Context: an optimization exercise on an open-source flow, tuned for small area, a short achievable clock period and few clock cycles per item. The choices shown serve that exercise and are no tape-out recipe. Only simulation tests tie the RTL to the original design; equivalence was not proved. Power is estimated from default activity; no workload was simulated.

==> design.v <==
module bfc_bitbuf (
    input  wire        clk,
    input  wire        rst,           
    input  wire        cmd_valid,
    output wire        cmd_ready,
    input  wire [31:0] cmd_hdr,
    input  wire [63:0] cmd_a0,
    output wire        rsp_valid,
    input  wire        rsp_ready,
    output wire [7:0]  rsp_status,
    output wire [63:0] rsp_r0
);
    localparam [7:0] ST_OK       = 8'h00;
    localparam [7:0] ST_ABSENT   = 8'h11;
    localparam [7:0] ST_WIDTH    = 8'h12;
    localparam [7:0] ST_GRAN     = 8'h14;
    localparam [7:0] ST_BELOW    = 8'h15;
    localparam [7:0] ST_INUSE    = 8'h17;
    localparam [7:0] ST_CAPACITY = 8'h20;
    localparam [7:0] ST_ALLOC    = 8'h30;
    localparam [7:0] ST_ILLEGAL  = 8'h61;
    reg  [1:0]   valid;
    reg  [8:0]   bc0, bc1;
    reg  [8:0]   cur0, cur1;
    reg  [255:0] mem0, mem1;         
    reg          o_valid, k_valid;   
    reg  [7:0]   o_st, k_st;
    reg  [63:0]  o_r0, k_r0;
    reg          rdy;                
    wire stall = o_valid && k_valid;
    wire adv   = !stall;
    wire take  = cmd_valid && rdy;
    wire pop   = o_valid && rsp_ready;
    assign cmd_ready  = rdy;
    assign rsp_valid  = o_valid;
    assign rsp_status = o_st;
    assign rsp_r0     = o_r0;
    wire [7:0] opc    = cmd_hdr[7:0];
    wire [6:0] width  = cmd_hdr[22:16];
    wire [6:0] wm1    = width - 7'd1;
    wire bufhdr = (cmd_hdr[31:12] == 20'd0) && (opc[7:3] == 5'd0);
    wire codhdr = (cmd_hdr[31:23] == 9'd0) && (cmd_hdr[15:14] == 2'd0) && (opc[7:2] == 6'b000100);
    reg  [63:0] any_t, two_t;
    integer gi, gl;
    always @* begin
        any_t = cmd_a0;
        two_t = 64'd0;
        for (gl = 1; gl < 64; gl = gl * 2)
            for (gi = 0; gi < 64; gi = gi + 2 * gl) begin
                two_t[gi] = two_t[gi] | two_t[gi + gl] | (any_t[gi] & any_t[gi + gl]);
                any_t[gi] = any_t[gi] | any_t[gi + gl];
            end
    end
    wire any_r = any_t[0];
    wire two_r = two_t[0];
    reg          r_valid;
    reg          r_create, r_destroy, r_bitlen, r_pos, r_isalign, r_align, r_skip;
    reg          r_peek, r_read, r_write;
    reg          r_b, r_inr, r_msby, r_msbi;
    reg          r_bx;               
    reg  [6:0]   r_wm1;              
    reg  [8:0]   r_k0, r_k1;         
    reg          r_wok;
    reg  [63:0]  r_a0;
    reg          r_gp2;              
    reg  [5:0]   r_m9h;              
    reg          r_dsm, r_dneg;      
    reg          r_capbig;           
    always @(posedge clk)
        if (take)
            r_bx <= cmd_hdr[8];
    always @(posedge clk) begin
        if (adv) begin
            r_create  <= bufhdr && opc[2:0] == 3'd1;
            r_destroy <= bufhdr && opc[2:0] == 3'd2;
            r_bitlen  <= bufhdr && opc[2:0] == 3'd3;
            r_pos     <= bufhdr && opc[2:0] == 3'd4;
            r_isalign <= bufhdr && opc[2:0] == 3'd5;
            r_align   <= bufhdr && opc[2:0] == 3'd6;
            r_skip    <= bufhdr && opc[2:0] == 3'd7;
            r_peek    <= codhdr && opc[1:0] == 2'd0;
            r_read    <= codhdr && opc[1:0] == 2'd1;
            r_write   <= codhdr && opc[1:0] == 2'd2;
            r_b       <= cmd_hdr[8];
            r_inr     <= (cmd_hdr[11:9] == 3'd0);
            r_msby    <= !cmd_hdr[12];
            r_msbi    <= !cmd_hdr[13];
            r_wm1     <= width - 7'd1;
            r_k0      <= 9'd1 << wm1[6:3];
            r_k1      <= 9'd2 << wm1[6:3];
            r_wok     <= (width != 7'd0) && (!width[6] || width[5:0] == 6'd0);
            r_a0      <= cmd_a0;
            r_gp2     <= any_r && !two_r;
            r_m9h     <= {|cmd_a0[63:6], |cmd_a0[63:5], |cmd_a0[63:4], |cmd_a0[63:3],
                          |cmd_a0[63:2], |cmd_a0[63:1]};
            r_dsm     <= cmd_a0[63] ? (&cmd_a0[63:9]) : ~(|cmd_a0[63:9]);
            r_dneg    <= cmd_a0[63];
            r_capbig  <= (|cmd_a0[63:6]) || (cmd_a0[5] && (|cmd_a0[4:0]));
        end
    end
    wire r_field = r_peek || r_read || r_write;
    wire r_legal = r_create || r_destroy || r_bitlen || r_pos || r_isalign ||
                   r_align || r_skip || r_field;
    wire b       = r_b;
    wire present = r_inr && valid[b];
    function [5:0] bytes_of;     
        input [8:0] bits;
        bytes_of = {1'b0, bits[8:3]} + {5'd0, (bits[2:0] != 3'd0)};
    endfunction
    wire [8:0] rem0 = bc0 - cur0;
    wire [8:0] rem1 = bc1 - cur1;
    wire [5:0] zlo0 = bytes_of(bc0);
    wire [5:0] zlo1 = bytes_of(bc1);
    wire [8:0] bcur = b ? bc1 : bc0;
    wire [8:0] cur  = b ? cur1 : cur0;
    wire [8:0] rem  = b ? rem1 : rem0;            
    wire [5:0] zlo  = b ? zlo1 : zlo0;            
    function [5:0] dm9;              
        input [4:0] x;
        integer v;
        begin
            dm9 = 6'd0;
            for (v = 0; v < 32; v = v + 1)
                if (x == v) dm9 = dm9 | ((v / 9) << 4) | (v % 9);
        end
    endfunction
    wire [5:0] dmi0 = dm9(cur0[7:3]);
    wire [5:0] dmi1 = dm9(cur1[7:3]);
    wire [5:0] dmi  = b ? dmi1 : dmi0;            
    wire [5:0] dz0  = zlo0 - {1'b0, cur0[7:3]};
    wire [5:0] dz1  = zlo1 - {1'b0, cur1[7:3]};
    wire [5:0] dz   = b ? dz1 : dz0;              
    wire [8:0] m9         = {r_m9h, 3'b111};
    wire [8:0] cm         = cur | m9;             
    wire       is_alnd    = ((cur & m9) == 9'd0);
    wire [8:0] align_t    = is_alnd ? cur : (cm + 9'd1);
    wire       align_big  = !is_alnd && cm[8];
    wire       align_grow = !is_alnd && (cm >= bcur);
    wire [10:0] skip_s    = {2'b00, cur} + {r_a0[9], r_a0[9:0]};
    wire        skip_below = r_dsm ? skip_s[10] : r_dneg;
    wire        skip_big   = r_dsm ? (!skip_s[10] && skip_s[9:0] > 10'd256) : !r_dneg;
    wire [8:0]  skip_t    = skip_s[8:0];
    wire [8:0]  skip_tm1  = cur + r_a0[8:0] - 9'd1;
    wire        skip_grow = !r_dneg && ({1'b0, r_a0[8:0]} > {1'b0, rem});
    wire [8:0] fld_tm1 = cur + {2'd0, r_wm1};
    wire [8:0] fld_t   = fld_tm1 + 9'd1;
    wire       fld_cap = ({2'd0, r_wm1} >= rem);             
    wire       fld_big = ({2'd0, r_wm1} >= (9'd256 - cur));  
    wire create_ok  = r_create && r_inr && !valid[b] && !r_capbig;
    wire destroy_ok = r_destroy && present;
    wire align_ok   = r_align && present && r_gp2 && !align_big;
    wire skip_ok    = r_skip && present && !skip_below && !skip_big;
    wire rd_ok      = (r_peek || r_read) && present && r_wok && !fld_cap;
    wire wr_ok      = r_write && present && r_wok && !fld_big;
    reg [7:0] n_st;
    always @* begin
        n_st = ST_OK;
        if (!r_legal)
            n_st = ST_ILLEGAL;
        else if (r_create) begin
            if (!r_inr)          n_st = ST_ABSENT;
            else if (valid[b])   n_st = ST_INUSE;
            else if (r_capbig)   n_st = ST_ALLOC;
        end else if (!present)
            n_st = ST_ABSENT;
        else if (r_isalign || r_align) begin
            if (!r_gp2)          n_st = ST_GRAN;
            else if (r_align && align_big) n_st = ST_ALLOC;
        end else if (r_skip) begin
            if (skip_below)      n_st = ST_BELOW;
            else if (skip_big)   n_st = ST_ALLOC;
        end else if (r_field) begin
            if (!r_wok)          n_st = ST_WIDTH;
            else if (!r_write && fld_cap) n_st = ST_CAPACITY;
            else if (r_write && fld_big)  n_st = ST_ALLOC;
        end
    end
    wire [8:0] n_r0s = ({9{r_bitlen && present}} & bcur) |
                       ({9{r_pos && present}} & cur) |
                       {8'd0, r_isalign && present && r_gp2 && is_alnd};
    wire [8:0] tgt = ({9{r_align}} & align_t) | ({9{r_skip}} & skip_t) |
                     ({9{r_read || r_write}} & fld_t);
    wire cur_we = create_ok || destroy_ok || align_ok || skip_ok ||
                  (r_read && rd_ok) || wr_ok;
    wire grow_a = align_ok && align_grow;
    wire grow_s = skip_ok && skip_grow;
    wire grow_w = wr_ok && fld_cap;
    wire bc_we  = create_ok || destroy_ok || grow_a || grow_s || grow_w;
    wire [8:0] bc_nv = r_create ? {r_a0[5:0], 3'b000} : tgt;
    wire       n_se = (create_ok && r_a0[5:0] != 6'd0) || grow_a || grow_s || wr_ok;
    wire [5:0] n_lo = r_create ? 6'd0 : r_write ? {1'b0, cur[7:3]} : zlo;
    wire [4:0] n_hi = r_create ? (r_a0[4:0] - 5'd1) :
                      r_write  ? il :
                      r_align  ? cm[7:3] : skip_tm1[7:3];
    wire [3:0] ol0  = {1'b0, cur0[2:0]} + {1'b0, r_wm1[2:0]};
    wire [3:0] ol1  = {1'b0, cur1[2:0]} + {1'b0, r_wm1[2:0]};
    wire [2:0] f_o  = r_bx ? cur1[2:0] : cur0[2:0];
    wire [3:0] ol   = r_bx ? ol1 : ol0;
    wire       c3   = ol[3];                          
    wire [2:0] f_l  = ol[2:0];
    wire [2:0] f_b  = ~f_l;                           
    wire [4:0] i0   = cur[7:3];
    wire [3:0] kk   = r_wm1[6:3] + {3'd0, c3};
    wire [4:0] il   = i0 + {1'b0, kk};
    wire       fix  = r_msby ^ r_msbi;
    wire [2:0] sh_s = r_msby ? f_b : f_o;
    wire [2:0] sh_d = r_msby ? f_o : f_b;
    wire [7:0] nbm  = r_msby ? ~(8'hFE << f_l) : (8'hFF >> f_o);
    wire [8:0] koh  = c3 ? r_k1 : r_k0;              
    wire [71:0] xsh = {8'd0, r_a0} << sh_s;
    reg  [71:0] rx;
    always @* begin
        rx = xsh;
        if (fix) rx[7:0] = r_a0[7:0] & nbm;
    end
    reg  [71:0] rxf;
    integer k3;
    always @* begin
        rxf = rx;
        for (k3 = 0; k3 < 9; k3 = k3 + 1)
            if (fix && koh[k3]) rxf[8*k3 +: 8] = rx[8*k3 +: 8] << sh_d;
    end
    reg  [8:0] kth;                  
    reg  [8:0] n_zf;
    reg        kacc;
    integer k4, k4d;
    always @* begin
        kacc = 1'b0;
        for (k4 = 8; k4 >= 0; k4 = k4 - 1) begin
            kacc = kacc | koh[k4];
            kth[k4] = kacc;
        end
        for (k4 = 0; k4 < 9; k4 = k4 + 1) begin
            n_zf[k4] = 1'b0;
            if (r_msby) begin
                for (k4d = 0; k4d + k4 < 9; k4d = k4d + 1)
                    if (dz == k4d) n_zf[k4] = n_zf[k4] | kth[k4 + k4d];
            end else
                n_zf[k4] = (k4 >= dz);
        end
    end
    wire [1:0] q9 = dmi[5:4];
    wire [3:0] r9 = dmi[3:0];
    reg  [8:0] rh, rph;              
    reg        rcar;                 
    integer ka, kb;
    always @* begin
        for (ka = 0; ka < 9; ka = ka + 1)
            rh[ka] = (r9 == ka);
        rph  = 9'd0;
        rcar = 1'b0;
        for (ka = 0; ka < 9; ka = ka + 1)
            for (kb = 0; kb < 9; kb = kb + 1) begin
                rph[(ka + kb) % 9] = rph[(ka + kb) % 9] | (rh[ka] & koh[kb]);
                if (ka + kb >= 9) rcar = rcar | (rh[ka] & koh[kb]);
            end
    end
    reg  [17:0] n_bsel;              
    reg         lt_r, gt_rp;
    integer k5, k5b;
    always @* begin
        for (k5 = 0; k5 < 9; k5 = k5 + 1) begin
            lt_r  = 1'b0;            
            gt_rp = 1'b0;            
            for (k5b = 0; k5b < 9; k5b = k5b + 1) begin
                if (k5b > k5) lt_r  = lt_r  | rh[k5b];
                if (k5b < k5) gt_rp = gt_rp | rph[k5b];
            end
            if (r_msby)
                n_bsel[2*k5 +: 2] = (rcar && !gt_rp) ? q9 + 2'd1 :
                                    (!rcar && gt_rp) ? q9 - 2'd1 : q9;
            else
                n_bsel[2*k5 +: 2] = lt_r ? q9 + 2'd1 : q9;
        end
    end
    reg  [3:0] rho, amt;
    integer k6p;
    always @* begin
        rho = 4'd0;
        amt = 4'd0;
        for (k6p = 0; k6p < 9; k6p = k6p + 1) begin
            if (r_msby ? rph[k6p] : rh[k6p])
                rho = rho | (r_msby ? ((9 - k6p) % 9) : k6p);
            if (r_msby ? rph[k6p] : rh[k6p])
                amt = amt | ((r_msby || r_write) ? ((9 - k6p) % 9) : k6p);
        end
    end
    reg          p_valid;
    reg  [7:0]   p_st;
    reg  [8:0]   p_r0s;
    reg          p_rd, p_wr, p_se, p_slot, p_msby, p_msbi;
    reg  [2:0]   p_o, p_l;
    reg  [5:0]   p_wm1;
    reg  [8:0]   p_koh;
    reg  [71:0]  p_x;                
    reg  [8:0]   p_zf;
    reg  [17:0]  p_bsel;
    reg  [3:0]   p_rho;
    reg          p_slot_r, p_msby_r;   
    reg  [3:0]   p_amt;              
    reg          p_wr_r;
    reg  [5:0]   p_lo;
    reg  [4:0]   p_hi;
    always @(posedge clk)
        if (adv && r_valid) begin
            p_slot_r <= b;
            p_msby_r <= r_msby;
            p_amt    <= amt;
            p_wr_r   <= r_write;
        end
    always @(posedge clk) begin
        if (adv) begin
            p_st   <= n_st;
            p_r0s  <= n_r0s;
            p_rd   <= rd_ok;
            p_wr   <= wr_ok;
            p_se   <= n_se;
            p_slot <= b;
            p_msby <= r_msby;
            p_msbi <= r_msbi;
            p_o    <= f_o;
            p_l    <= f_l;
            p_wm1  <= r_wm1[5:0];
            p_koh  <= koh;
            p_x    <= rxf;
            p_zf   <= n_zf;
            p_bsel <= n_bsel;
            p_rho  <= rho;
            p_lo   <= n_lo;
            p_hi   <= n_hi;
        end
    end
    function [71:0] rotr9;           
        input [71:0] v;
        input [3:0]  n;
        reg   [71:0] t1, t2, t4;
        integer k;
        begin
            for (k = 0; k < 9; k = k + 1) t1[8*k +: 8] = n[0] ? v[8*((k+1)%9) +: 8]  : v[8*k +: 8];
            for (k = 0; k < 9; k = k + 1) t2[8*k +: 8] = n[1] ? t1[8*((k+2)%9) +: 8] : t1[8*k +: 8];
            for (k = 0; k < 9; k = k + 1) t4[8*k +: 8] = n[2] ? t2[8*((k+4)%9) +: 8] : t2[8*k +: 8];
            for (k = 0; k < 9; k = k + 1) rotr9[8*k +: 8] = n[3] ? t4[8*((k+8)%9) +: 8] : t4[8*k +: 8];
        end
    endfunction
    function [71:0] rotl9;           
        input [71:0] v;
        input [3:0]  n;
        reg   [71:0] t1, t2, t4;
        integer k;
        begin
            for (k = 0; k < 9; k = k + 1) t1[8*k +: 8] = n[0] ? v[8*((k+8)%9) +: 8]  : v[8*k +: 8];
            for (k = 0; k < 9; k = k + 1) t2[8*k +: 8] = n[1] ? t1[8*((k+7)%9) +: 8] : t1[8*k +: 8];
            for (k = 0; k < 9; k = k + 1) t4[8*k +: 8] = n[2] ? t2[8*((k+5)%9) +: 8] : t2[8*k +: 8];
            for (k = 0; k < 9; k = k + 1) rotl9[8*k +: 8] = n[3] ? t4[8*((k+1)%9) +: 8] : t4[8*k +: 8];
        end
    endfunction
    function [8:0] rotl9b;           
        input [8:0] v;
        input [3:0] n;
        reg   [8:0] t1, t2, t4;
        integer k;
        begin
            for (k = 0; k < 9; k = k + 1) t1[k] = n[0] ? v[(k+8)%9]  : v[k];
            for (k = 0; k < 9; k = k + 1) t2[k] = n[1] ? t1[(k+7)%9] : t1[k];
            for (k = 0; k < 9; k = k + 1) t4[k] = n[2] ? t2[(k+5)%9] : t2[k];
            for (k = 0; k < 9; k = k + 1) rotl9b[k] = n[3] ? t4[(k+1)%9] : t4[k];
        end
    endfunction
    function [71:0] refl9;           
        input [71:0] v;
        integer k;
        begin
            for (k = 0; k < 9; k = k + 1) refl9[8*k +: 8] = v[8*((9-k)%9) +: 8];
        end
    endfunction
    function [8:0] refl9b;
        input [8:0] v;
        integer k;
        begin
            for (k = 0; k < 9; k = k + 1) refl9b[k] = v[(9-k)%9];
        end
    endfunction
    reg [71:0] bnk;
    integer j1;
    always @* begin
        for (j1 = 0; j1 < 9; j1 = j1 + 1) begin
            case (p_bsel[2*j1 +: 2])
                2'd0: bnk[8*j1 +: 8] = p_slot_r ? mem1[8*j1 +: 8]      : mem0[8*j1 +: 8];
                2'd1: bnk[8*j1 +: 8] = p_slot_r ? mem1[8*(j1+9) +: 8]  : mem0[8*(j1+9) +: 8];
                2'd2: bnk[8*j1 +: 8] = p_slot_r ? mem1[8*(j1+18) +: 8] : mem0[8*(j1+18) +: 8];
                default: bnk[8*j1 +: 8] = (j1 + 27 < 32) ?
                                 (p_slot_r ? mem1[8*((j1+27)%32) +: 8] : mem0[8*((j1+27)%32) +: 8]) :
                                 (p_slot_r ? mem1[8*(j1+18) +: 8]      : mem0[8*(j1+18) +: 8]);
            endcase
        end
    end
    wire [71:0] rot_in = p_wr_r ? p_x : bnk;
    wire [71:0] q      = rotr9(p_msby_r ? refl9(rot_in) : rot_in, p_amt);
    wire [2:0] p_b = ~p_l;
    wire [7:0] m0  = p_msbi ? (8'hFF >> p_o) : (8'hFF << p_o);    
    wire [7:0] m1  = p_msbi ? (8'hFF << p_b) : (8'hFF >> p_b);    
    wire [7:0] ma  = p_msby ? m1 : m0;                             
    wire [7:0] mb  = p_msby ? m0 : m1;                             
    reg  [8:0] f_in;
    reg        inq;
    integer k6;
    always @* begin
        inq = 1'b1;
        for (k6 = 0; k6 < 9; k6 = k6 + 1) begin
            f_in[k6] = inq;
            inq = inq & !p_koh[k6];
        end
    end
    wire [8:0]  bin_r = rotl9b(f_in, p_rho);
    wire [8:0]  bfi_r = rotl9b(9'd1, p_rho);
    wire [8:0]  bla_r = rotl9b(p_koh, p_rho);
    wire [8:0]  bzf_r = rotl9b(p_zf, p_rho);
    wire [71:0] bw    = q;
    wire [8:0]  bin   = p_msby ? refl9b(bin_r) : bin_r;
    wire [8:0]  bfi   = p_msby ? refl9b(bfi_r) : bfi_r;
    wire [8:0]  bla   = p_msby ? refl9b(bla_r) : bla_r;
    wire [8:0]  bzf   = p_msby ? refl9b(bzf_r) : bzf_r;
    reg  [71:0] bdat;
    reg  [7:0]  bmsk;
    integer j2;
    always @* begin
        for (j2 = 0; j2 < 9; j2 = j2 + 1) begin
            bmsk = (bin[j2] ? 8'hFF : 8'h00) & (bfi[j2] ? ma : 8'hFF) & (bla[j2] ? mb : 8'hFF);
            bdat[8*j2 +: 8] = p_wr ? ((bmsk & bw[8*j2 +: 8]) |
                                      (~bmsk & bnk[8*j2 +: 8] & {8{!bzf[j2]}})) : 8'h00;
        end
    end
    reg [31:0] ben;
    integer k7;
    always @* begin
        for (k7 = 0; k7 < 32; k7 = k7 + 1)
            ben[k7] = p_valid && p_se && (k7 >= p_lo) && (k7 <= p_hi);
    end
    integer k8;
    always @(posedge clk) begin
        for (k8 = 0; k8 < 32; k8 = k8 + 1) begin
            if (ben[k8] && !p_slot) mem0[8*k8 +: 8] <= bdat[8*(k8%9) +: 8];
            if (ben[k8] &&  p_slot) mem1[8*k8 +: 8] <= bdat[8*(k8%9) +: 8];
        end
    end
    reg          t_valid;
    reg  [7:0]   t_st;
    reg  [8:0]   t_r0s;
    reg          t_rd, t_msby, t_msbi;
    reg  [2:0]   t_o, t_l;
    reg  [5:0]   t_wm1;
    reg  [8:0]   t_koh;
    reg  [71:0]  t_q;
    always @(posedge clk) begin
        if (adv) begin
            t_st   <= p_st;
            t_r0s  <= p_r0s;
            t_rd   <= p_rd;
            t_msby <= p_msby;
            t_msbi <= p_msbi;
            t_o    <= p_o;
            t_l    <= p_l;
            t_wm1  <= p_wm1;
            t_koh  <= p_koh;
            t_q    <= q;
        end
    end
    wire       t_fix = t_msby ^ t_msbi;
    wire [2:0] t_b   = ~t_l;
    wire [2:0] t_s   = t_msby ? t_b : t_o;
    wire [2:0] t_d   = t_msby ? t_o : t_b;
    wire [7:0] t_nbm = t_msby ? ~(8'hFE << t_l) : (8'hFF >> t_o);
    reg  [71:0] qf;
    integer k10;
    always @* begin
        qf = t_q;
        for (k10 = 0; k10 < 9; k10 = k10 + 1)
            if (t_fix && t_koh[k10]) qf[8*k10 +: 8] = t_q[8*k10 +: 8] >> t_d;
    end
    wire [71:0] rsh   = qf >> t_s;
    wire [7:0]  vlo   = t_fix ? ((qf[7:0] & t_nbm) | (rsh[7:0] & ~t_nbm)) : rsh[7:0];
    wire [63:0] wmask = ~({{63{1'b1}}, 1'b0} << t_wm1);      
    wire [63:0] rd_v  = {rsh[63:8], vlo} & wmask;
    wire [63:0] n_r0  = t_rd ? rd_v : {55'd0, t_r0s};
    wire        push  = t_valid && adv;
    wire        o_valid_n = pop ? (k_valid || push) : (o_valid || push);
    wire        k_valid_n = pop ? (k_valid && push) : (k_valid || (push && o_valid));
    always @(posedge clk) begin
        if (rst) begin
            valid   <= 2'b00;
            bc0     <= 9'd0;
            bc1     <= 9'd0;
            cur0    <= 9'd0;
            cur1    <= 9'd0;
            r_valid <= 1'b0;
            p_valid <= 1'b0;
            t_valid <= 1'b0;
            o_valid <= 1'b0;
            k_valid <= 1'b0;
            rdy     <= 1'b1;
        end else begin
            if (adv) begin
                r_valid <= take;
                p_valid <= r_valid;
                t_valid <= p_valid;
                if (r_valid) begin
                    if (create_ok)  valid[b] <= 1'b1;
                    if (destroy_ok) valid[b] <= 1'b0;
                    if (bc_we) begin
                        if (b) bc1 <= bc_nv; else bc0 <= bc_nv;
                    end
                    if (cur_we) begin
                        if (b) cur1 <= tgt; else cur0 <= tgt;
                    end
                end
            end
            o_valid <= o_valid_n;
            k_valid <= k_valid_n;
            rdy     <= !(o_valid_n && k_valid_n);
        end
    end
    always @(posedge clk) begin
        if (pop ? (k_valid || push) : (push && !o_valid)) begin
            o_st <= (pop && k_valid) ? k_st : t_st;
            o_r0 <= (pop && k_valid) ? k_r0 : n_r0;
        end
        if (push && (pop ? k_valid : o_valid)) begin
            k_st <= t_st;
            k_r0 <= n_r0;
        end
    end
endmodule
==> flow/run.sh <==
#!/bin/bash
# Standard layout (the standard.sh: standard synthesis, floorplan, place, CTS, route),
# with these changes in how the layout is made:
#  - timing repair aims below the clock period: repair_timing's setup margin is raised so
#    that it keeps shortening the critical paths after the 12 ns constraint is met;
#  - clock tree: larger sink clusters and no dummy loads (fewer clock buffers);
#  - port buffers are plain buffers (buf_2) instead of the delay cells buffer_ports picks.
set -euo pipefail
export SETUP_SLACK_MARGIN=$(cat flow/margin.txt)
export CTS_ARGS="-sink_clustering_enable -repair_clock_nets -dont_use_dummy_load -sink_clustering_size 24 -sink_clustering_max_diameter 80"
export BUFFER_PORTS_ARGS="-buffer_cell sky130_fd_sc_hd__buf_2"
bash standard.sh > flow_standard.log 2>&1
==> flow/margin.txt <==
8.0
==> standard.sh <==
#!/bin/bash
# synth_recipe.tcl (not shown) runs the flow's synth.tcl, then flattens the netlist and writes it again
# the make line also repeats each setting of config.mk as NAME=value (left out here)
make -C /OpenROAD-flow-scripts/flow DESIGN_CONFIG=/design/flow/config.mk WORK_HOME=/design/flow/orfs CLKGATE_MAP_FILE= SYNTH_SCRIPT=/design/flow/synth_recipe.tcl "${@:-finish}"
==> config.mk <==
export PLATFORM = sky130hd
export DESIGN_NAME = bfc_bitbuf
export DESIGN_NICKNAME = bfc_bitbuf
export VERILOG_FILES = /design/flow/design.v
export SDC_FILE = /design/flow/constraint.sdc
export NUM_CORES = 4
export LEC_CHECK = 0
export ABC_AREA = 1
export CAP_MARGIN = 20
export CORE_MARGIN = 2
export CORE_UTILIZATION = 40
export SLEW_MARGIN = 20
==> constraint.sdc <==
create_clock -name core_clock -period 12.0 [get_ports {clk}]
set_input_delay 2.4000 -clock core_clock [delete_from_list [all_inputs] [get_ports {clk}]]
set_output_delay 2.4000 -clock core_clock [all_outputs]
set_load 0.01 [all_outputs]
==> impl_metrics.json, run 1 <==
{
  "status": "no timing/DRC/antenna violations",
  "io_buffers": 171,
  "grt_setup_unrepaired": "yes",
  "p_total_mw": 10.2,
  "setup_viol": 0,
  "clk_path_buf_depth": 3,
  "placed_area_um2": 69100,
  "grt_max_degree": 102,
  "fin_util_pct": 44.9,
  "path_max_fanout": 77,
  "h-tree-depth": 3,
  "avgSynthCellArea_um2": 8.01,
  "fin_crit_sh_pct": 34.1,
  "ys_types": 83,
  "die_area_um2": 169000,
  "vias_per_cell": 5.86,
  "synth.area.top_cells": "edfxtp_1 47%, nand2_1 13%, o21ai_0 7.9%",
  "finalHoldViolations": 0,
  "clk_pin_slew_ns": 0.09,
  "synth-seq-cells": 1075,
  "worstSetupPathType": "reg2reg",
  "yosysMostFrequentCell": "nand2_1",
  "grt_pass1_wl_um": 368000,
  "hp-class": "reg2reg",
  "cellLeakagePower_nw": 29.2,
  "ant_nets": 0,
  "cp_top_family": "compound AO/OA/AOI/OAI gates",
  "fillerInstances": 16200,
  "start_util_pct": 40.3,
  "seqCellArea_um2": 31900,
  "dieWidth_um": 412,
  "cts_buffers": 69,
  "hpwl_um": 191000,
  "crit_slowest_cell": "edfxtp_1",
  "fin_worst_skew_ns": 0.0979,
  "antenna_found_initial": 11,
  "hold_buffers": 0,
  "root_buffer": "clkbuf_16",
  "cts_tree": "done",
  "syn_area_um2": 66500,
  "nets": 8585,
  "routed_wl_um": 260000,
  "gp_congestion": 1.08,
  "io_pins": 174,
  "netlist_instances": 8301,
  "dr.pass1.iters": 7,
  "multi_input_comb_area_um2": 31700,
  "yosysWarnings": 1,
  "slew_violations": 0,
  "crit_buf_inv": 3,
  "fin_area_um2": 74100,
  "clock-sinks": 1075,
  "overflow": 0,
  "setup_tns_ns": 0,
  "p_per_area_nw_per_um2": 138,
  "worst_slew_pin_slew_ns": 1.41,
  "cp-end-kind": "flip-flop",
  "synthTopCellsByCount": "2276 x nand2_1, 1051 x o21ai_0, 1031 x edfxtp_1",
  "max_freq_ghz": 0.245,
  "drc_errors": 0,
  "ys.flop_type": "edfxtp_1",
  "maxSlewHeadroom_pct": 5.49,
  "drt-met1-wl_um": 106000,
  "worstPathArrival_ns": 4.55,
  "wl_per_cell_um": 24.6,
  "synthDominantAreaCellType": "edfxtp_1",
  "clk_latency_ns": 0.72,
  "synth_edf_count": 1031,
  "drive_above_1_share_pct": 11.3,
  "coreArea_um2": 165000,
  "synth_top_area_share_pct": 46.6,
  "min_period_ns": 4.09,
  "die_y_um": 412,
  "routed-via-count": 61900,
  "cp_slowest_stage_delay_ns": 0.47,
  "maxCapViolCount": 0,
  "grt_usage_pct": 29.2,
  "rows": 149,
  "vdd_drop_max_v": 0.000112,
  "async_reset_ff_share_pct": 0,
  "areaGrowthSynthToFinish_pct": 11.4,
  "path_common_cell": "nand2_1",
  "maxUsedRoutingLayer": "met5",
  "route.met3.wl_um": 24700,
  "crit_chain": "buf_12, buf_16, or2_2, o211ai_1, o2111ai_1, nand2_1, nand2_1, nand2_1, o21ai_0, nand2_1, o21ai_0, o21ai_0, o21ai_0, nand2_1, nand2_1, o21ai_0, nor2_2, buf_4",
  "synth.yosys.seq_area_share_pct": 47.9,
  "first_global_vias": 54900,
  "first_iter_violations": 8215,
  "startpoint_type": "flip-flop",
  "crit_required_ns": 12.46,
  "wl_met2_um": 113000
}
logic make-up (layout without fill, tap and decap cells):
| kind of cell | after synthesis | after routing | synth area share [%] |
|---|---|---|---|
| compound gates | 1968 | 1973 | 16.8 |
| xor+xnor | 48 | 48 | 0.632 |
| fa+ha+maj | 110 | 110 | 2.16 |
| buf+inv | 1105 | 1171 | 6.57 |
| flops | 1075 | 1075 | 47.9 |
| mux | 109 | 109 | 1.64 |
| other cells | 1 | 5 | 0.00564 |
| simple gates | 3885 | 3885 | 24.2 |
placed cells by master (no fill, tap or decap), drive strengths merged, types with 115 or more instances in the layout:
master / instances
o211ai: 115
edfxtp: 1031
nand3: 532
a21oi: 339
o22ai: 120
nor2: 848
o21ai: 1123
buf: 393
nand2: 2297
inv: 673
layout make-up:
cell class / instances / area share, %
sequential: 1075 / 43.0
multi-input combinational: 6127 / 42.8
timing repair buffer: 409 / 4.49
tap: 2189 / 3.70
inverter: 690 / 3.63
clock buffer: 69 / 2.33
timing repair inverter: 3 / 0.0287
antenna: 3 / 0.0101
metal layers:
layer / up-vias / GRT usage, %
li1: 28800 / -
met5: - / 0
met1: 29400 / 39.3
met2: 3149 / 44.4
met4: 6 / 15.3
met3: 593 / 5.65
final timing paths:
kind | slack, ns | start | cells after the start | end
setup / recovery | 7.91 | p_slot_r$_DFFE_PP_ | 18 | mem0[44]$_DFFE_PP_
hold / removal | 0.38 | p_r0s[4]$_DFFE_PN_ | 0 | t_r0s[4]$_DFFE_PN_
setup reg to reg | 7.91 | p_slot_r$_DFFE_PP_ | 18 | mem0[44]$_DFFE_PP_
hold reg to reg | 0.38 | p_r0s[4]$_DFFE_PN_ | 0 | t_r0s[4]$_DFFE_PN_
power by group:
part | switching (mW) | leakage, nW | total, mW | internal, mW
logic | 2.42 | 18.6 | 3.40 | 0.986
clock network | 1.22 | 0.850 | 2.24 | 1.02
registers | 0.275 | 9.74 | 4.56 | 4.28
repair_timing:
action                                  4_1_cts  5_1_grt
endpoints found under the setup margin      729      699
cloned                                       13       13
pin swaps                                    30       78
gates resized for setup                     152      363
setup buffers                                72       68
through the flow:
step           worst slack [ns]  std cells  hold WS, ns
2_1_floorplan              7.34       8302        0.400
3_3_place_gp               6.94      10300        0.401
3_5_place_dp               6.86      10300        0.405
4_1_cts                    8.00      10500        0.376
5_1_grt                    7.82      10600        0.383
6_report                   7.91      10600        0.378
state kept, by name, indices dropped and copies added (netlist names), 7 cells and up, named ones only:
name / count
r_k0: 9
mem0: 256
bc1: 9
t_r0s: 9
r_a0: 64
r_wm1: 7
t_koh: 9
p_bsel: 18
p_x: 72
t_q: 72
p_koh: 9
k_r0: 64
bc0: 9
cur0: 9
o_r0: 64
cur1: 9
p_r0s: 9
p_zf: 9
mem1: 256
Testbench counts, summed over its fixed seeds: cycles 3,232, commands 3,200.
==> run 2, diff against run 1 <==
==> flow/run.sh (replaced) <==
#!/bin/bash
# Standard layout (the standard.sh: standard synthesis, floorplan, place, CTS, route),
# with these changes in how the layout is made:
#  - timing repair aims below the clock period: repair_timing's setup margin is raised so
#    that it keeps shortening the critical paths after the 12 ns constraint is met;
#  - clock tree: larger sink clusters and no dummy loads (fewer clock buffers);
#  - port buffers are plain buffers (buf_2) instead of the delay cells buffer_ports picks;
#  - the resizer may swap a cell for one of another footprint (MATCH_CELL_FOOTPRINT=0).
set -euo pipefail
export SETUP_SLACK_MARGIN=$(cat flow/margin.txt)
export CTS_ARGS="-sink_clustering_enable -repair_clock_nets -dont_use_dummy_load -sink_clustering_size 24 -sink_clustering_max_diameter 80"
export BUFFER_PORTS_ARGS="-buffer_cell sky130_fd_sc_hd__buf_2"
bash standard.sh MATCH_CELL_FOOTPRINT=0 finish > flow_standard.log 2>&1
==> run 2 against run 1 <==
Against the previous run: flip-flop and latch count did not move; sequential power barely moved; die area did not move; still clean on timing, DRC and antenna; critical endpoint is now p_st[5]$_SDFFCE_PN1N_; fmax rose by 1.1%; critical path depth rose by 5; via count rose by 0.10%; critical path type unchanged; largest power group unchanged; hold slack improved by 0.052 ns; setup slack improved by 0.045 ns; non-clock buffer count rose by 11.
==> impl_metrics.json, run 2 <==
{
  "hp-class": "reg2reg",
  "top_regs": "mem0 (256), mem1 (256)",
  "hpwl_um": 190000,
  "cts_buffers": 72,
  "grt_usage_pct": 29.1,
  "routed-via-count": 62000,
  "switching_power_mw": 3.94,
  "wl_per_cell_um": 24.4,
  "grt_pass1_wl_um": 367000,
  "place_ws_ns": 6.18,
  "rows": 149,
  "die_y_um": 412,
  "synthTopCellsByCount": "2276 x nand2_1, 1051 x o21ai_0, 1031 x edfxtp_1",
  "synthDominantAreaCellType": "edfxtp_1",
  "crit_required_ns": 12.35,
  "drc_errors": 0,
  "dieWidth_um": 412,
  "ant_nets": 0,
  "ys_types": 83,
  "synth_edf_count": 1031,
  "combinationalPowerShare_pct": 33.2,
  "synth-seq-cells": 1075,
  "max_freq_ghz": 0.247,
  "power_frac_clock_pct": 22.4,
  "ys.flop_type": "edfxtp_1",
  "cp-end-kind": "flip-flop",
  "clock-sinks": 1075,
  "gp_congestion": 1.09,
  "netlist_instances": 8301,
  "h-tree-depth": 3,
  "hold_buffers": 0,
  "setup_viol": 0,
  "fin_worst_skew_ns": 0.106,
  "holdPathEnd": "t_st[0]$_DFFE_PN_",
  "io_buffers": 171,
  "r2r_cells": 23,
  "p_total_mw": 10.3,
  "yosysMostFrequentCell": "nand2_1",
  "coreArea_um2": 165000,
  "maxCapViolCount": 0,
  "clk_latency_ns": 0.72,
  "p_per_area_nw_per_um2": 138,
  "vias_per_cell": 5.86,
  "cellLeakagePower_nw": 29.2,
  "root_buffer": "clkbuf_16",
  "placed_area_um2": 69100,
  "switching_share_pct": 38.4,
  "worstPathArrival_ns": 4.40,
  "async_reset_ff_share_pct": 0,
  "path_max_fanout": 3,
  "drive_above_1_share_pct": 11.4,
  "slew_violations": 0,
  "fin_crit_sh_pct": 33.7,
  "p_seq_share_pct": 44.4,
  "worstReg2RegEnd": "p_st[5]$_SDFFCE_PN1N_",
  "min_delay_path_depth": 0,
  "die_area_um2": 169000,
  "power.internal_mw": 6.32,
  "clk_path_buf_depth": 3,
  "min_period_ns": 4.04,
  "final_cell_mix": "2258 x nand2_1, 1031 x edfxtp_1, 941 x o21ai_0, 758 x nor2_1, 602 x inv_1",
  "areaGrowthSynthToFinish_pct": 11.6,
  "synth.yosys.seq_area_share_pct": 47.9,
  "clk_pin_slew_ns": 0.09,
  "rr_startpoint": "bc1[0]$_SDFFE_PP0P_",
  "finalHoldViolations": 0,
  "worst_slew_pin_slew_ns": 1.28,
  "dr.pass1.iters": 10,
  "r2r_slack_ns": 7.96,
  "overflow": 0,
  "first_global_vias": 55400,
  "routed_wl_um": 259000,
  "yosysWarnings": 1,
  "antenna_found_initial": 16,
  "maxSlewHeadroom_pct": 13.8,
  "startpoint_type": "flip-flop",
  "grt_max_degree": 154,
  "final_common_cell": "nand2_1",
  "status": "no timing/DRC/antenna violations",
  "syn_area_um2": 66500,
  "setup_tns_ns": 0,
  "grt_setup_unrepaired": "yes",
  "first_iter_violations": 7771,
  "fin_area_um2": 74200,
  "avgSynthCellArea_um2": 8.01,
  "io_pins": 174,
  "worstSetupPathType": "reg2reg",
  "hold_start": "p_st[0]$_SDFFCE_PN1N_",
  "vdd_drop_max_v": 0.000107,
  "worst_slack_ns": 7.96,
  "start_util_pct": 40.3,
  "cts_tree": "done",
  "nets": 8598,
  "synth.area.top_cells": "edfxtp_1 47%, nand2_1 13%, o21ai_0 7.9%",
  "synth_top_area_share_pct": 46.6
}
run 2: cell counts after synthesis:
No cell type changed its count.
run 2: worst max-delay path by stage:
stage	startpoint	slack (ns)	cells past startpoint	to
detailed placement	p_slot_r$_DFFE_PP_	6.18	16	mem0[92]$_DFFE_PP_
global placement	p_slot_r$_DFFE_PP_	6.25	18	mem0[112]$_DFFE_PP_
floorplan	rsp_ready	7.35	3	k_r0[0]$_DFFE_PP_
CTS	bc0[0]$_SDFFE_PP0P_	7.94	20	p_st[5]$_SDFFCE_PN1N_
global route	bc1[0]$_SDFFE_PP0P_	7.89	23	p_st[5]$_SDFFCE_PN1N_
finish	bc1[0]$_SDFFE_PP0P_	7.96	23	p_st[5]$_SDFFCE_PN1N_
run 2: worst max-delay path, stage by stage, from the launching register on:
cell and delay (ns):
dfxtp_2 0.35, inv_4 0.08, ha_4 0.13, inv_2 0.04
fa_2 0.40, nand3_2 0.07, nand3_2 0.08, nand2_2 0.09
nand2_2 0.06, a21oi_4 0.16, nor2_2 0.07, nor2_1 0.13
a22oi_2 0.12, ha_1 0.32, nand2_1 0.10, nor2_1 0.06
a41o_1 0.19, a221oi_2 0.22, nand3b_1 0.28, buf_6 0.16
o21ai_2 0.05, nand2_1 0.09, a21oi_1 0.06, nand3b_1 0.38
run 2: final cells by class:
class | instances | area (um^2)
fill | 16300 | 90800
sequential | 1075 | 31900
multi-input combinational | 6124 | 31600
timing repair buffer | 420 | 3330
tap | 2189 | 2740
inverter | 690 | 2730
clock buffer | 72 | 1800
timing repair inverter | 5 | 42.5
antenna | 8 | 20.0
run 2: per-stage QoR:
step                instances  util (%)  hold slack (ns)
floorplan                8302         -            0.400
global placement        10300      41.9            0.402
detailed placement      10300      41.9            0.405
CTS                     10500      43.7            0.414
global route            10600      44.9            0.415
finish                  10600      45.0            0.430
run 2: routing by layer:
metal | up-vias | global-route usage [%] | wire length (um)
li1 | 28800 | - | -
met1 | 29600 | 38.9 | 104000
met2 | 3047 | 44.7 | 114000
met3 | 549 | 5.30 | 24000
met4 | 8 | 15.7 | 15800
met5 | - | 0 | 57
run 2: logic make-up (layout without fill, tap and decap cells):
kind of cell	Yosys count	in the layout	share of synthesized area, %
AO/OA/AOI/OAI	1968	1970	16.8
XOR/XNOR	48	48	0.632
adder cells (fa/ha/maj)	110	110	2.16
buffers and inverters	1105	1187	6.57
flip-flops	1075	1075	47.9
multiplexers	109	109	1.64
other	1	10	0.00564
AND/OR/NAND/NOR	3885	3885	24.2
run 2: power by group through the flow:
stage                     Clock (mW)  Combinational (mW)  Sequential (mW)
final                           2.30                3.41             4.56
after global routing            2.46                3.65             4.55
after CTS                       2.34                3.11             4.55
after detailed placement           0                2.95             4.67
after global placement             0                2.94             4.67
after floorplan                    0                1.97             4.42
run 2: what timing repair did:
action / in CTS / in global routing
buffers inserted: 58 / 93
cloned: 13 / 13
resized for setup: 194 / 343
setup endpoints to repair: 845 / 730
pin swaps: 15 / 73
==> run 3, diff against run 2 <==
--- a/design.v
+++ b/design.v
@@ -59,7 +59,6 @@
     reg          r_b, r_inr, r_msby, r_msbi;
     reg          r_bx;               
     reg  [6:0]   r_wm1;              
-    reg  [8:0]   r_k0, r_k1;         
     reg          r_wok;
     reg  [63:0]  r_a0;
     reg          r_gp2;              
@@ -86,8 +85,6 @@
             r_msby    <= !cmd_hdr[12];
             r_msbi    <= !cmd_hdr[13];
             r_wm1     <= width - 7'd1;
-            r_k0      <= 9'd1 << wm1[6:3];
-            r_k1      <= 9'd2 << wm1[6:3];
             r_wok     <= (width != 7'd0) && (!width[6] || width[5:0] == 6'd0);
             r_a0      <= cmd_a0;
             r_gp2     <= any_r && !two_r;
@@ -206,7 +203,8 @@
     wire [2:0] sh_s = r_msby ? f_b : f_o;
     wire [2:0] sh_d = r_msby ? f_o : f_b;
     wire [7:0] nbm  = r_msby ? ~(8'hFE << f_l) : (8'hFF >> f_o);
-    wire [8:0] koh  = c3 ? r_k1 : r_k0;              
+    wire [8:0] k0oh = 9'd1 << r_wm1[6:3];            
+    wire [8:0] koh  = c3 ? {k0oh[7:0], 1'b0} : k0oh;  
     wire [71:0] xsh = {8'd0, r_a0} << sh_s;
     reg  [71:0] rx;
     always @* begin
@@ -291,7 +289,7 @@
     reg          p_rd, p_wr, p_se, p_slot, p_msby, p_msbi;
     reg  [2:0]   p_o, p_l;
     reg  [5:0]   p_wm1;
-    reg  [8:0]   p_koh;
+    reg  [3:0]   p_k;
     reg  [71:0]  p_x;                
     reg  [8:0]   p_zf;
     reg  [17:0]  p_bsel;
@@ -321,7 +319,7 @@
             p_o    <= f_o;
             p_l    <= f_l;
             p_wm1  <= r_wm1[5:0];
-            p_koh  <= koh;
+            p_k    <= kk;
             p_x    <= rxf;
             p_zf   <= n_zf;
             p_bsel <= n_bsel;
@@ -401,6 +399,7 @@
     wire [7:0] m1  = p_msbi ? (8'hFF << p_b) : (8'hFF >> p_b);    
     wire [7:0] ma  = p_msby ? m1 : m0;                             
     wire [7:0] mb  = p_msby ? m0 : m1;                             
+    wire [8:0] p_koh = 9'd1 << p_k;
     reg  [8:0] f_in;
     reg        inq;
     integer k6;
@@ -449,7 +448,7 @@
     reg          t_rd, t_msby, t_msbi;
     reg  [2:0]   t_o, t_l;
     reg  [5:0]   t_wm1;
-    reg  [8:0]   t_koh;
+    reg  [3:0]   t_k;
     reg  [71:0]  t_q;
     always @(posedge clk) begin
         if (adv) begin
@@ -461,11 +460,12 @@
             t_o    <= p_o;
             t_l    <= p_l;
             t_wm1  <= p_wm1;
-            t_koh  <= p_koh;
+            t_k    <= p_k;
             t_q    <= q;
         end
     end
     wire       t_fix = t_msby ^ t_msbi;
+    wire [8:0] t_koh = 9'd1 << t_k;
     wire [2:0] t_b   = ~t_l;
     wire [2:0] t_s   = t_msby ? t_b : t_o;
     wire [2:0] t_d   = t_msby ? t_o : t_b;
==> flow/run.sh (replaced) <==
#!/bin/bash
# Standard layout (the standard.sh: standard synthesis, floorplan, place, CTS, route),
# with these changes in how the layout is made:
#  - timing repair aims below the clock period: repair_timing's setup margin is raised so
#    that it keeps shortening the critical paths after the 12 ns constraint is met;
#  - clock tree: larger sink clusters and no dummy loads (fewer clock buffers);
#  - port buffers are plain buffers (buf_2) instead of the delay cells buffer_ports picks.
set -euo pipefail
export SETUP_SLACK_MARGIN=$(cat flow/margin.txt)
export CTS_ARGS="-sink_clustering_enable -repair_clock_nets -dont_use_dummy_load -sink_clustering_size 24 -sink_clustering_max_diameter 80"
export BUFFER_PORTS_ARGS="-buffer_cell sky130_fd_sc_hd__buf_2"
bash standard.sh > flow_standard.log 2>&1
==> run 3 against run 2 <==
Against the previous run: still clean; clock power barely moved; register-to-register slack improved by 0.03 ns; global-route usage up 0.94 points; clock-buffer cell count grew 1; sequential power fell by 3%; power shrank 5.9%; cell count grew 0.62%; setup slack better by 0.034 ns; synthesized cell count increased by 1.3%; fmax rose by 0.85%; clock skew shrank 0.0038 ns; critical path type unchanged; critical endpoint is now mem0[143]$_DFFE_PP_; highest routed layer unchanged.
==> impl_metrics.json, run 3 <==
{
  "slew_violations": 0,
  "synth-seq-cells": 1056,
  "final_common_cell": "nand2_1",
  "grt_pass1_wl_um": 376000,
  "hp-class": "reg2reg",
  "crit_required_ns": 12.41,
  "min_period_ns": 4.01,
  "netlist_instances": 8405,
  "ys.flop_type": "edfxtp_1",
  "path_max_fanout": 46,
  "switching_share_pct": 36.9,
  "grt_setup_unrepaired": "yes",
  "yosysWarnings": 1,
  "nets": 8665,
  "fillerInstances": 16400,
  "crit_start": "p_msby$_DFFE_PN_",
  "vdd_drop_max_v": 0.000104,
  "hold_buffers": 0,
  "top_regs": "mem0 (256), mem1 (256)",
  "switching_power_mw": 3.56,
  "setup_viol": 0,
  "worst_slew_pin_slew_ns": 1.09,
  "maxCapViolCount": 0,
  "r2r_cells": 9,
  "worstReg2RegEnd": "mem0[143]$_DFFE_PP_",
  "start_util_pct": 40.2,
  "dieWidth_um": 411,
  "wl_per_cell_um": 24.7,
  "yosysMostFrequentCell": "nand2_1",
  "hpwl_um": 194000,
  "cts_tree": "done",
  "synth_edf_count": 1012,
  "clock-sinks": 1056,
  "cp_slowest_stage_delay_ns": 0.68,
  "multi_input_comb_area_um2": 32000,
  "seqCellArea_um2": 31300,
  "h-tree-depth": 3,
  "clk_pin_slew_ns": 0.09,
  "antenna_found_initial": 14,
  "final_cell_mix": "2263 x nand2_1, 1012 x edfxtp_1, 918 x nor2_1, 847 x o21ai_0, 646 x inv_1",
  "syn_area_um2": 66300,
  "async_reset_ff_share_pct": 0,
  "grt_max_degree": 110,
  "power.internal_mw": 6.10,
  "p_per_area_nw_per_um2": 131,
  "crit_buf_inv": 5,
  "root_buffer": "clkbuf_16",
  "fin_worst_skew_ns": 0.102,
  "r2r_slack_ns": 7.99,
  "finalNonFillerCells": 10600,
  "path_common_cell": "inv_1",
  "synthDominantAreaCellType": "edfxtp_1",
  "cp_top_family": "buffers and inverters",
  "dr.pass1.iters": 8,
  "routed-via-count": 61700,
  "drc_errors": 0,
  "whs_ns": 0.422,
  "cp-end-kind": "flip-flop",
  "first_iter_violations": 7526,
  "ys_types": 75,
  "finalHoldViolations": 0,
  "synth_top_area_share_pct": 45.9,
  "io_buffers": 171,
  "ant_nets": 0,
  "die_area_um2": 169000,
  "grt_usage_pct": 30.0,
  "status": "no timing/DRC/antenna violations",
  "placed_area_um2": 69000,
  "crit_end": "mem0[143]$_DFFE_PP_",
  "fin_area_um2": 73900,
  "gp_congestion": 1.05,
  "synthTopCellsByCount": "2294 x nand2_1, 1028 x o21ai_0, 1012 x edfxtp_1",
  "dp.cells": 10400,
  "crit_cells": 9,
  "maxSlewHeadroom_pct": 27.0,
  "worstSetupPathType": "reg2reg",
  "clk_latency_ns": 0.75,
  "synth.area.top_cells": "edfxtp_1 46%, nand2_1 13%, o21ai_0 7.8%",
  "routed_wl_um": 263000,
  "vias_per_cell": 5.79,
  "synth.yosys.seq_area_share_pct": 47.2,
  "cellLeakagePower_nw": 29.5,
  "combinationalPowerShare_pct": 30.6,
  "coreArea_um2": 165000,
  "io_pins": 174,
  "min_delay_path_depth": 0,
  "overflow": 0,
  "fin_crit_sh_pct": 33.4,
  "startpoint_type": "flip-flop",
  "rr_startpoint": "p_msby$_DFFE_PN_",
  "die_y_um": 411,
  "areaGrowthSynthToFinish_pct": 11.6,
  "rows": 149,
  "max_freq_ghz": 0.249,
  "crit_chain": "buf_4, inv_1, buf_4, o21ai_1, inv_1, nor2_1, nor3_1, o211ai_1, inv_1",
  "first_global_vias": 55200,
  "setup_tns_ns": 0,
  "worstPathArrival_ns": 4.42,
  "clk_path_buf_depth": 3,
  "crit_slowest_cell": "o21ai_1",
  "avgSynthCellArea_um2": 7.88,
  "cts_buffers": 73,
  "drive_above_1_share_pct": 11.3,
  "power_frac_clock_pct": 23.7,
  "p_seq_share_pct": 45.7
}
==> run 3: worst min-delay path by stage <==
| stage | end | startpoint | slack (ns) |
|---|---|---|---|
| after floorplan | t_r0s[0]$_DFFE_PN_ | p_r0s[0]$_DFFE_PN_ | 0.40 |
| after global placement | t_wm1[1]$_DFFE_PN_ | p_wm1[1]$_DFFE_PN_ | 0.40 |
| after detailed placement | t_r0s[6]$_DFFE_PN_ | p_r0s[6]$_DFFE_PN_ | 0.40 |
| after CTS | t_st[4]$_DFFE_PN_ | p_st[4]$_SDFFCE_PN0N_ | 0.42 |
| after global routing | t_st[5]$_DFFE_PN_ | p_st[5]$_SDFFCE_PN1N_ | 0.43 |
| final | t_wm1[5]$_DFFE_PN_ | p_wm1[5]$_DFFE_PN_ | 0.42 |
==> run 3: power groups by stage <==
stage | Sequential [mW] | Combinational [mW] | Clock [mW]
2_1_floorplan | 4.32 | 1.68 | 0
3_3_place_gp | 4.50 | 2.59 | 0
3_5_place_dp | 4.50 | 2.59 | 0
4_1_cts | 4.40 | 2.75 | 2.34
5_1_grt | 4.42 | 3.17 | 2.45
6_report | 4.42 | 2.95 | 2.29
==> run 3: repair_timing <==
| action | in CTS | in global routing |
|---|---|---|
| pin swaps | 24 | 43 |
| endpoints found under the setup margin | 762 | 647 |
| hold endpoints to repair | 0 | 0 |
| setup buffers | 51 | 50 |
| gates resized for setup | 237 | 347 |
| gates cloned | 22 | 5 |
==> run 3: kinds of logic after synthesis <==
kind of cell / synth area share, %
compound gates: 16.5
xor+xnor: 0.697
fa+ha+maj: 2.13
buf+inv: 6.77
flops: 47.2
mux: 1.48
other cells: 0.00566
simple gates: 25.3
==> run 3: cell type report <==
class / count / area share [%]
Antenna cell: 5 / 0.0169
Clock buffer: 73 / 2.47
Inverter: 735 / 3.88
Multi-Input combinational cell: 6205 / 43.3
Sequential cell: 1056 / 42.3
Tap cell: 2189 / 3.70
Timing Repair Buffer: 381 / 4.24
Timing Repair inverter: 5 / 0.0508
==> run 3: through the flow <==
| stage | power, mW | utilization (%) | setup slack, ns |
|---|---|---|---|
| 2_1_floorplan | 6.00 | - | 7.33 |
| 3_3_place_gp | 7.09 | 41.9 | 6.34 |
| 3_5_place_dp | 7.08 | 41.9 | 6.30 |
| 4_1_cts | 9.49 | 44.0 | 7.95 |
| 5_1_grt | 10.0 | 44.8 | 7.93 |
| 6_report | 9.66 | 44.9 | 7.99 |
==> run 3: metal layers <==
layer / global-route usage (%) / vias to the layer above / share of wire (%)
li1: - / 28900 / -
met2: 45.4 / 3003 / 44
met4: 14.8 / 12 / 5.5
met3: 5.52 / 494 / 9.4
met5: 0 / - / 0.033
met1: 41.2 / 29200 / 41
==> run 3: worst reg2reg max path: cells and delay by family, from the launching register on <==
| kind | cells | cell delay [ns] |
|---|---|---|
| buffers and inverters | 5 | 1.93 |
| AO/OA/AOI/OAI | 2 | 1.18 |
| flip-flops | 1 | 0.32 |
| AND/OR/NAND/NOR | 2 | 0.29 |
Testbench counts of run 3, summed over its fixed seeds: cycles 3,232, commands 3,200.
==> run 4, diff against run 3 <==
--- a/flow/run.sh
+++ b/flow/run.sh
@@ -7,6 +7,6 @@
 #  - port buffers are plain buffers (buf_2) instead of the delay cells buffer_ports picks.
 set -euo pipefail
 export SETUP_SLACK_MARGIN=$(cat flow/margin.txt)
-export CTS_ARGS="-sink_clustering_enable -repair_clock_nets -dont_use_dummy_load -sink_clustering_size 24 -sink_clustering_max_diameter 80"
+export CTS_ARGS="-sink_clustering_enable -repair_clock_nets -dont_use_dummy_load -sink_clustering_size 28 -sink_clustering_max_diameter 90"
 export BUFFER_PORTS_ARGS="-buffer_cell sky130_fd_sc_hd__buf_2"
 bash standard.sh > flow_standard.log 2>&1
==> run 4 against run 3 <==
Against the previous run: still clean on timing, DRC and antenna; clock skew fell by 0.0084 ns; register-to-register slack barely moved; routed wire length up 0.12%; non-clock buffer count up 20; setup slack got worse by 0.0051 ns; utilization fell by 0.15 points; area after synthesis unchanged; fmax decreased by 0.13%; largest cell class unchanged; highest routed layer unchanged.
==> impl_metrics.json, run 4 <==
{
  "status": "no timing/DRC/antenna violations",
  "first_global_vias": 55000,
  "final_cell_mix": "2261 x nand2_1, 1012 x edfxtp_1, 914 x nor2_1, 865 x o21ai_0, 643 x inv_1",
  "overflow": 0,
  "vias_per_cell": 5.77,
  "fin_crit_sh_pct": 33.5,
  "final_common_cell": "nand2_1",
  "netlist_instances": 8405,
  "hp-class": "reg2reg",
  "synthTopCellsByCount": "2294 x nand2_1, 1028 x o21ai_0, 1012 x edfxtp_1",
  "synth.area.mux_share_pct": 1.48,
  "hold_start": "p_wm1[5]$_DFFE_PN_",
  "drive_above_1_share_pct": 11.3,
  "grt_pass1_wl_um": 375000,
  "worstReg2RegEnd": "mem1[42]$_DFFE_PP_",
  "io_pins": 174,
  "gp_congestion": 1.05,
  "synth.area.top_cells": "edfxtp_1 46%, nand2_1 13%, o21ai_0 7.8%",
  "areaGrowthSynthToFinish_pct": 11.2,
  "min_delay_path_depth": 0,
  "maxCapViolCount": 0,
  "drc_errors": 0,
  "clock-sinks": 1056,
  "io_buffers": 171,
  "dp.cells": 10400,
  "yosysWarnings": 1,
  "setup_viol": 0,
  "worstSetupPathType": "reg2reg",
  "rr_startpoint": "p_slot_r$_DFFE_PP_",
  "r2r_slack_ns": 7.98,
  "first_iter_violations": 7373,
  "dieWidth_um": 411,
  "async_reset_ff_share_pct": 0,
  "vdd_drop_max_v": 0.000119,
  "setup_tns_ns": 0,
  "ys.flop_type": "edfxtp_1",
  "synthDominantAreaCellType": "edfxtp_1",
  "ys_types": 75,
  "path_max_fanout": 56,
  "syn_area_um2": 66300,
  "grt_max_degree": 110,
  "p_per_area_nw_per_um2": 127,
  "routed_wl_um": 263000,
  "rows": 149,
  "fin_worst_skew_ns": 0.0935,
  "cellLeakagePower_nw": 29.3,
  "antenna_found_initial": 10,
  "grt_setup_unrepaired": "yes",
  "r2r_cells": 17,
  "h-tree-depth": 2,
  "maxSlewHeadroom_pct": 19.8,
  "clk_pin_slew_ns": 0.10,
  "holdPathEnd": "t_wm1[5]$_DFFE_PN_",
  "ant_nets": 0,
  "start_util_pct": 40.2,
  "root_buffer": "clkbuf_16",
  "grt_usage_pct": 29.8,
  "fillerInstances": 16400,
  "crit_start": "p_slot_r$_DFFE_PP_",
  "die_y_um": 411,
  "cts_tree": "done",
  "place_ws_ns": 6.30,
  "synth_compound_area_share_pct": 16.5,
  "startpoint_type": "flip-flop",
  "synth_top_area_share_pct": 45.9,
  "slew_violations": 0,
  "hpwl_um": 194000,
  "wl_per_cell_um": 24.7,
  "yosysMostFrequentCell": "nand2_1",
  "routed-via-count": 61500,
  "yosys.area_share.xor_xnor_pct": 0.697,
  "die_area_um2": 169000,
  "worst_slew_pin_slew_ns": 1.19,
  "top_regs": "mem0 (256), mem1 (256)",
  "synthSimpleGateAreaFrac_pct": 25.3,
  "synth_fa_ha_area_share_pct": 2.13,
  "worst_slack_ns": 7.98,
  "dr.pass1.iters": 6,
  "worstPathArrival_ns": 4.44,
  "cp-end-kind": "flip-flop",
  "avgSynthCellArea_um2": 7.88,
  "crit_required_ns": 12.43,
  "nets": 8668,
  "clk_path_buf_depth": 3,
  "synth_top_family_by_area": "simple AND/OR/NAND/NOR gates",
  "finalNonFillerCells": 10600,
  "cts_buffers": 56,
  "clk_latency_ns": 0.74,
  "synth-seq-cells": 1056,
  "synth_edf_count": 1012,
  "finalHoldViolations": 0,
  "synth.yosys.seq_area_share_pct": 47.2,
  "coreArea_um2": 165000,
  "max_freq_ghz": 0.249,
  "min_period_ns": 4.02
}
run 4: cell counts after synthesis:
Identical to the previous run, type by type.
run 4: cell type report:
class	count	area [um^2]	share of cell area, %
diodes	2	5.00	0.00679
clock buffers	56	1400	1.90
repair buffers	401	3340	4.53
repair inverters	5	37.5	0.0509
multi-input cells	6205	32000	43.4
well taps	2189	2740	3.72
flip-flops and latches	1056	31300	42.5
inverters	735	2880	3.90
run 4: per-layer routing:
metal | global-route usage (%) | up-vias | share of wire (%)
met2 | 45.5 | 2958 | 44
li1 | - | 28900 | -
met5 | 0 | - | 0.026
met3 | 4.75 | 469 | 9.1
met4 | 13.6 | 10 | 5.5
met1 | 41.6 | 29100 | 42
run 4: where the power goes:
| part | internal (mW) | switching (mW) | leakage, nW |
|---|---|---|---|
| clock network | 0.825 | 1.15 | 0.690 |
| registers | 4.18 | 0.232 | 9.53 |
| logic | 0.845 | 2.11 | 19.1 |
run 4: worst max-delay path by stage:
stage                                to  slack [ns]  cells after the start
global route        p_bsel[4]$_DFFE_PN_        7.84                     27
detailed placement    p_x[37]$_DFFE_PN_        6.30                     16
CTS                    p_x[6]$_DFFE_PN_        7.94                     15
finish               mem1[42]$_DFFE_PP_        7.98                     17
global placement    mem0[173]$_DFFE_PP_        6.34                     21
floorplan             k_r0[0]$_DFFE_PP_        7.33                      3
run 4: cell families after synthesis:
family | count (synthesis)
DFF | 1056
buffers and inverters | 1150
AOI/OAI and AO/OA | 1890
muxes | 98
other | 1
adders and majority gates | 108
and+or+nand+nor | 4051
xor gates and xnor gates | 51
run 4: critical path: stages (launching register included):
cell and delay, ns:
edfxtp_1 0.44, clkbuf_16 0.24, buf_8 0.24, or2_2 0.33, o211ai_1 0.08, nand3_1 0.15
a21oi_4 0.28, nand2_1 0.21, o21ai_0 0.18, nand2_1 0.07, o21ai_0 0.18, o21ai_0 0.19
o21ai_1 0.23, nand2_1 0.11, nand3_1 0.12, nand2_1 0.21, o21ai_0 0.30, inv_1 0.15
run 4: through the flow:
| stage | cell area, um^2 | utilization (%) | power, mW | hold slack, ns |
|---|---|---|---|---|
| 2_1_floorplan | 66300 | - | 6.00 | 0.400 |
| 3_3_place_gp | 69000 | 41.9 | 7.09 | 0.404 |
| 3_5_place_dp | 69000 | 41.9 | 7.08 | 0.405 |
| 4_1_cts | 72000 | 43.7 | 9.16 | 0.430 |
| 5_1_grt | 73700 | 44.7 | 9.72 | 0.438 |
| 6_report | 73700 | 44.7 | 9.35 | 0.429 |
run 4: what timing repair did:
action	in CTS	in global routing
pin swaps	20	39
gates resized for setup	241	325
endpoints found under the setup margin	775	664
hold buffers	0	0
hold endpoints to repair	0	0
buffers inserted	46	72
gates cloned	21	9
==> run 5, diff against run 4 <==
==> flow/run.sh (replaced) <==
#!/bin/bash
# Standard layout (the standard.sh: standard synthesis, floorplan, place, CTS, route),
# with these changes in how the layout is made:
#  - timing repair aims below the clock period: repair_timing's setup margin is raised so
#    that it keeps shortening the critical paths after the 12 ns constraint is met;
#  - clock tree: larger sink clusters and no dummy loads (fewer clock buffers);
#  - port buffers are plain buffers (buf_2) instead of the delay cells buffer_ports picks;
#  - the resizer may swap a cell for one of another footprint (MATCH_CELL_FOOTPRINT=0).
set -euo pipefail
export SETUP_SLACK_MARGIN=$(cat flow/margin.txt)
export CTS_ARGS="-sink_clustering_enable -repair_clock_nets -dont_use_dummy_load -sink_clustering_size 28 -sink_clustering_max_diameter 90"
export BUFFER_PORTS_ARGS="-buffer_cell sky130_fd_sc_hd__buf_2"
bash standard.sh MATCH_CELL_FOOTPRINT=0 finish > flow_standard.log 2>&1
==> run 5 against run 4 <==
Against the previous run: synthesized cell count unchanged; clock skew decreased by 0.0016 ns; clock power down 3%; sequential power hardly changed; utilization fell by 0.12 points; setup slack worse by 0.0086 ns; global-route usage about the same; hold slack got worse by 0.037 ns.
==> impl_metrics.json, run 5 <==
{
  "status": "no timing/DRC/antenna violations",
  "synthTopCellsByCount": "2294 x nand2_1, 1028 x o21ai_0, 1012 x edfxtp_1",
  "start_util_pct": 40.2,
  "min_period_ns": 4.02,
  "worst_slew_pin_slew_ns": 1.25,
  "ant_nets": 0,
  "n_antenna_cell": 0,
  "async_reset_ff_share_pct": 0,
  "path_common_cell": "nor2_1",
  "p_per_area_nw_per_um2": 126,
  "yosysWarnings": 1,
  "cp_slowest_stage_delay_ns": 0.69,
  "coreArea_um2": 165000,
  "drc_errors": 0,
  "wl_per_cell_um": 25.0,
  "h-tree-depth": 2,
  "cts_buffers": 53,
  "vias_per_cell": 5.80,
  "top_regs": "mem0 (256), mem1 (256)",
  "cellLeakagePower_nw": 29.3,
  "synthDominantAreaCellType": "edfxtp_1",
  "routed-via-count": 61800,
  "syn_area_um2": 66300,
  "crit_required_ns": 12.36,
  "placed_area_um2": 69000,
  "io_buffers": 171,
  "grt_usage_pct": 29.9,
  "startpoint_type": "primary input",
  "grt_pass1_wl_um": 376000,
  "grt_setup_unrepaired": "yes",
  "hold_buffers": 0,
  "synth-seq-cells": 1056,
  "finalHoldViolations": 0,
  "die_area_um2": 169000,
  "rows": 149,
  "ys.flop_type": "edfxtp_1",
  "gp_congestion": 1.03,
  "dieWidth_um": 411,
  "clk_path_buf_depth": 3,
  "fin_crit_sh_pct": 33.5,
  "worstPathArrival_ns": 4.38,
  "drive_above_1_share_pct": 11.3,
  "max_freq_ghz": 0.249,
  "ys_types": 75,
  "routed_wl_um": 267000,
  "crit_chain": "buf_2, nor2_1, inv_1, nor3_1, nand3_1, nor2_1, nand2_1, o31ai_1",
  "clk_pin_slew_ns": 0.10,
  "cp-end-kind": "flip-flop",
  "final_common_cell": "nand2_1",
  "nets": 8674,
  "first_global_vias": 55700,
  "setup_viol": 0,
  "synth_edf_count": 1012,
  "clock-sinks": 1056,
  "fin_worst_skew_ns": 0.0918,
  "vdd_drop_max_v": 0.000112,
  "first_iter_violations": 7230,
  "avgSynthCellArea_um2": 7.88,
  "synth.yosys.seq_area_share_pct": 47.2,
  "path_max_fanout": 3,
  "areaGrowthSynthToFinish_pct": 10.9,
  "crit_buf_inv": 2,
  "final_cell_mix": "2260 x nand2_1, 1012 x edfxtp_1, 909 x nor2_1, 875 x o21ai_0, 653 x inv_1",
  "root_buffer": "clkbuf_16",
  "hp-class": "reg2reg",
  "antenna_found_initial": 13,
  "worstSetupPathType": "in2reg",
  "slew_violations": 0,
  "die_y_um": 411,
  "synth.area.top_cells": "edfxtp_1 46%, nand2_1 13%, o21ai_0 7.8%",
  "hold_start": "p_r0s[4]$_DFFE_PN_",
  "synth_top_area_share_pct": 45.9,
  "cp_top_family": "simple AND/OR/NAND/NOR gates",
  "clk_latency_ns": 0.73,
  "yosysMostFrequentCell": "nand2_1",
  "crit_slowest_cell": "nor3_1",
  "fin_area_um2": 73500,
  "fillerInstances": 16500,
  "crit_start": "cmd_a0[35]",
  "dr.pass1.iters": 6,
  "maxCapViolCount": 0,
  "hpwl_um": 196000,
  "netlist_instances": 8405,
  "io_pins": 174,
  "maxSlewHeadroom_pct": 16.9,
  "rr_startpoint": "r_bx$_DFFE_PP_",
  "setup_tns_ns": 0,
  "cts_tree": "done",
  "grt_max_degree": 123,
  "overflow": 0
}
-- run 5: cell type report --
class / count / area (um^2) / share of cell area (%)
Inverter: 735 / 2900 / 3.95
Timing Repair Buffer: 409 / 3250 / 4.42
Clock buffer: 53 / 1330 / 1.80
Sequential cell: 1056 / 31300 / 42.6
Timing Repair inverter: 5 / 41.3 / 0.0562
Multi-Input combinational cell: 6206 / 31900 / 43.5
Tap cell: 2189 / 2740 / 3.73
-- run 5: worst reg2reg max path, cell delays in order, from the launching register on --
cell	delay (ns)
edfxtp_1	0.47
buf_4	0.18
o21ai_1	0.12
buf_4	0.16
inv_1	0.06
ha_2	0.19
fa_2	0.57
nand2_2	0.08
nand2_4	0.12
buf_12	0.12
clkinvlp_4	0.17
buf_4	0.21
clkbuf_16	0.16
o21ai_0	0.29
mux2i_1	0.22
nand2_1	0.09
o21ai_1	0.09
nand2_1	0.08
o21ai_0	0.12
o211ai_1	0.31
-- run 5: per-layer routing --
layer	track usage [%]	routed length, um	up-vias
li1	-	-	28900
met2	47.0	119000	2748
met4	13.1	14400	4
met5	0	27	-
met1	40.8	111000	29600
met3	4.66	22400	501
-- run 5: cell families after synthesis --
logic type / after synthesis / share of synthesized area [%]
simple gates: 4051 / 25.3
compound gates: 1890 / 16.5
buf+inv: 1150 / 6.77
flops: 1056 / 47.2
fa+ha+maj: 108 / 2.13
mux: 98 / 1.48
xor+xnor: 51 / 0.697
other cells: 1 / 0.00566
-- run 5: timing repair --
action                     4_1_cts  5_1_grt
gates resized for setup        191      346
setup endpoints to repair      769      737
pin swaps                       12       62
cloned                          15       17
setup buffers                   38       84
-- run 5: worst paths after layout --
| kind | endpoint | slack (ns) | cells past startpoint |
|---|---|---|---|
| worst max-delay path | r_dsm$_DFFE_PN_ | 7.98 | 8 |
| worst min-delay path | t_r0s[4]$_DFFE_PN_ | 0.39 | 0 |
| worst max register to register | p_x[31]$_DFFE_PN_ | 8.04 | 19 |
| worst min register to register | t_r0s[4]$_DFFE_PN_ | 0.39 | 0 |
-- run 5: stage by stage --
stage / power [mW] / worst slack, ns / hold slack (ns) / instances / util (%)
floorplan: 6.00 / 7.33 / 0.400 / 8406 / -
global placement: 7.08 / 6.52 / 0.406 / 10400 / 41.9
detailed placement: 7.08 / 6.50 / 0.405 / 10400 / 41.9
CTS: 9.07 / 7.92 / 0.390 / 10600 / 43.4
global route: 9.66 / 7.85 / 0.393 / 10700 / 44.6
finish: 9.29 / 7.98 / 0.392 / 10700 / 44.6
-- run 5: power breakdown --
| group | leakage, nW | internal, mW | switching [mW] | total (mW) |
|---|---|---|---|---|
| registers | 9.53 | 4.18 | 0.209 | 4.39 |
| clock network | 0.653 | 0.784 | 1.14 | 1.93 |
| logic | 19.1 | 0.843 | 2.13 | 2.97 |
| total | 29.3 | 5.81 | 3.48 | 9.29 |

Setup slack of run 5, layout unchanged: 7.976 ns with ideal ports, 8.021 ns with driving cells assumed (clock clkbuf_16, inputs buf_2), 7.273 ns with port delays also shifted by the 0.764 ns mid clock arrival.
